Background: an optimization exercise with open tools, aiming at small area, a short achievable clock period and few clock cycles per item. Do not read the settings as production practice.
Only simulation tests tie the RTL to the original design; equivalence was not proved.
Power figures rest on the tool's default switching activity, not on a simulated workload.

==> flow/design.v (excerpt) <==
module iar_stream_codec (
    input  wire        clk,
    input  wire        rst,
    input  wire        cmd_valid,
    output wire        cmd_ready,
    input  wire [31:0] cmd_word,
    input  wire [31:0] cmd_a0,
    input  wire [31:0] cmd_a1,
    input  wire [71:0] cmd_data,
    input  wire [3:0]  cmd_len,
    output reg         rsp_valid,
    output wire [7:0]  rsp_status,
    output reg  [31:0] rsp_r0,
    output wire [31:0] rsp_r1,
    output wire [71:0] rsp_out,
    output wire [3:0]  rsp_len
);
Settings: LEC_CHECK=0, ABC_AREA=1, CAP_MARGIN=20, CORE_MARGIN=2, CORE_UTILIZATION=30, PLACE_DENSITY=0.4, SLEW_MARGIN=20; clock period 40.0 ns.
standard.sh (not shown) runs the stock make flow with config.mk's settings and CLKGATE_MAP_FILE= SYNTH_SCRIPT=/design/flow/synth_recipe.tcl, a recipe that flattens the netlist after the stock synthesis.
==> flow/flow/run.sh <==
#!/bin/bash
# The standard layout (the standard.sh: standard synthesis, floorplan,
# placement, CTS, routing, finish), with timing repair asked to leave this
# much setup slack at the design's clock period, so that it also works on
# paths that already meet the clock. Its full output goes to standard.log.
set -e
export SETUP_SLACK_MARGIN=25
bash standard.sh > standard.log 2>&1
Testbench counts at the start, summed over its fixed seeds: cycles 6,510, items 3,872.
==> next run, changes <==
--- a/flow/design.v
+++ b/flow/design.v
@@ -167,17 +167,16 @@
     reg        qsg;        
     reg        dz;         
     reg        first;      
     reg        b1;         
     reg [1:0]  nl;         
     reg [2:0]  cnt;        
     reg [31:0] fq;         
     reg [3:0]  e_st;       
-    reg        sc_hz;      
     reg        j_v;
     reg [1:0]  j_kind;
     reg [1:0]  j_ch;
     reg [3:0]  j_st;
     reg [31:0] j_x;        
     reg [24:0] j_rem;      
     reg signed [10:0] j_d;  
     reg        j_b1;
@@ -381,25 +380,17 @@
                     (f_state == F_DIV && (dlast || div_skip));
     wire fe_hand  = fe_final &&
                     ((k_kind == K_RST) ? (b_state == B_IDLE && a_state == A_IDLE && !j_v) :
                      (k_kind == K_SD)  ? (j_free && !cfg_pend) : j_free);
     wire sc_wait  = cfg_pend ||
                     ((b_state != B_IDLE) && (b_kind == J_SC) && (b_ch == k_ch)) ||
                     ((a_state != A_IDLE) && (a_kind == J_SC) && (a_ch == k_ch)) ||
                     (j_v && (j_kind == J_SC) && (j_ch == k_ch));
-    assign fe_add    = (f_state == F_EXEC) && (k_kind == K_SC) && !sc_hz;
-    wire [1:0] in_chi = {in_op[7], in_ch[0]};
-    wire [1:0] hz_ch  = accept ? in_chi : k_ch;
-    wire ba_keep  = (a_state != A_IDLE) && !(a_state == A_ADD && be_add);
-    wire sc_hz_nx = cfg_pend || (fe_hand && k_kind == K_CFG) ||
-                    (accept && fe_hand && k_kind == K_SC && k_ch == in_chi) ||
-                    ((b_state != B_IDLE) && (b_kind == J_SC) && (b_ch == hz_ch)) ||
-                    (ba_keep && (a_kind == J_SC) && (a_ch == hz_ch)) ||
-                    (j_v && (j_kind == J_SC) && (j_ch == hz_ch));
+    assign fe_add    = (f_state == F_EXEC) && (k_kind == K_SC) && !sc_wait;
     assign cmd_ready = (f_state == F_IDLE) || fe_hand;
     wire accept = cmd_valid && cmd_ready;
     reg        h_rsp;      
     reg [3:0]  h_st;
     reg [31:0] h_r0;
     always @* begin
         h_rsp = 1'b1;
         h_st  = ST_OK;
@@ -420,17 +411,16 @@
             end
             F_DIV: h_rsp = 1'b0;
             default: h_st = e_st;
         endcase
     end
     integer j;
     always @(posedge clk) begin
         rsp_valid <= 1'b0;
-        sc_hz <= sc_hz_nx;
         if (accept) begin
             k_kind <= in_kind;
             k_ch   <= {in_op[7], in_ch[0]};
             k_data <= {cmd_data[71:32], in_cfg ? cmd_a1 : ((in_op == 8'h81) ? cmd_data[31:0] : cmd_a0)};
             k_len  <= cmd_len;
         end
         if (rst) begin
             f_state <= F_IDLE;
@@ -495,17 +485,17 @@
                 a_st    <= b_st;
                 a_x     <= bx;
                 pr      <= (b_state == B_MUL) ? mul_y : 32'd0;
                 a_state <= (b_kind == J_RSP) ? A_RSP : ((b_kind == J_CFG) ? A_CFGW : A_ADD);
             end
             case (f_state)
                 F_EXEC: begin
                     if (k_kind == K_SC) begin
-                        if (!sc_hz) begin
+                        if (!sc_wait) begin
                             dm    <= t_m;
                             rem   <= {1'b0, !d_sub, add_y[22:0]};
                             xq    <= d_sub ? -11'sd126 : ({3'd0, add_y[30:23]} - 11'sd127);
                             dxa   <= t_x;
                             qsg   <= add_y[31];
                             dz    <= d_zero;
                             fq    <= 32'd0;
                             first <= 1'b1;
Result:
- The changed run produced a clean layout
- global-route usage went down by 0.21 points
- wire length went down slightly
- count of clock-buffer cells in the layout went down by 1
- worst setup slack gets worse by 1.0 ns
- register-to-register slack gets worse by 1.0 ns
- clock skew went down by 0.054 ns
- via count went down by a few percent
- die area went down slightly
- clock power went down by a few percent
- sequential share of layout area went up by 0.74 points
- cell area went down by a few percent
- synthesized cell count went down slightly
- sequential cell count went up by 1
Testbench counts after the change, summed over its fixed seeds: cycles 6,502, items 3,872.

what the ideal ports hide:
Ports are ideal in the flow. The routed layouts listed here were re-timed in OpenROAD. Step 1 sets driving cells, clkbuf_16 on the clock port and buf_2 on the other inputs (assumed; they add their load-dependent delay and slew). Step 2, shift: input delay + t, output delay - t, t = (earliest + latest rising clock arrival at the registers) / 2. This alone moves slack from input paths to output paths. Slacks: ideal ports / drivers / drivers and shift; pairs: ideal ports / drivers.
run | t (ns) | setup WS [ns] | worst register clock-pin slew, ns
the first run | 0.961 | 24.755 / 24.755 / 24.755 | 0.07 / 0.07
the second run | 0.840 | 23.734 / 23.734 / 23.734 | 0.09 / 0.09
After both steps every run listed still meets setup and hold.
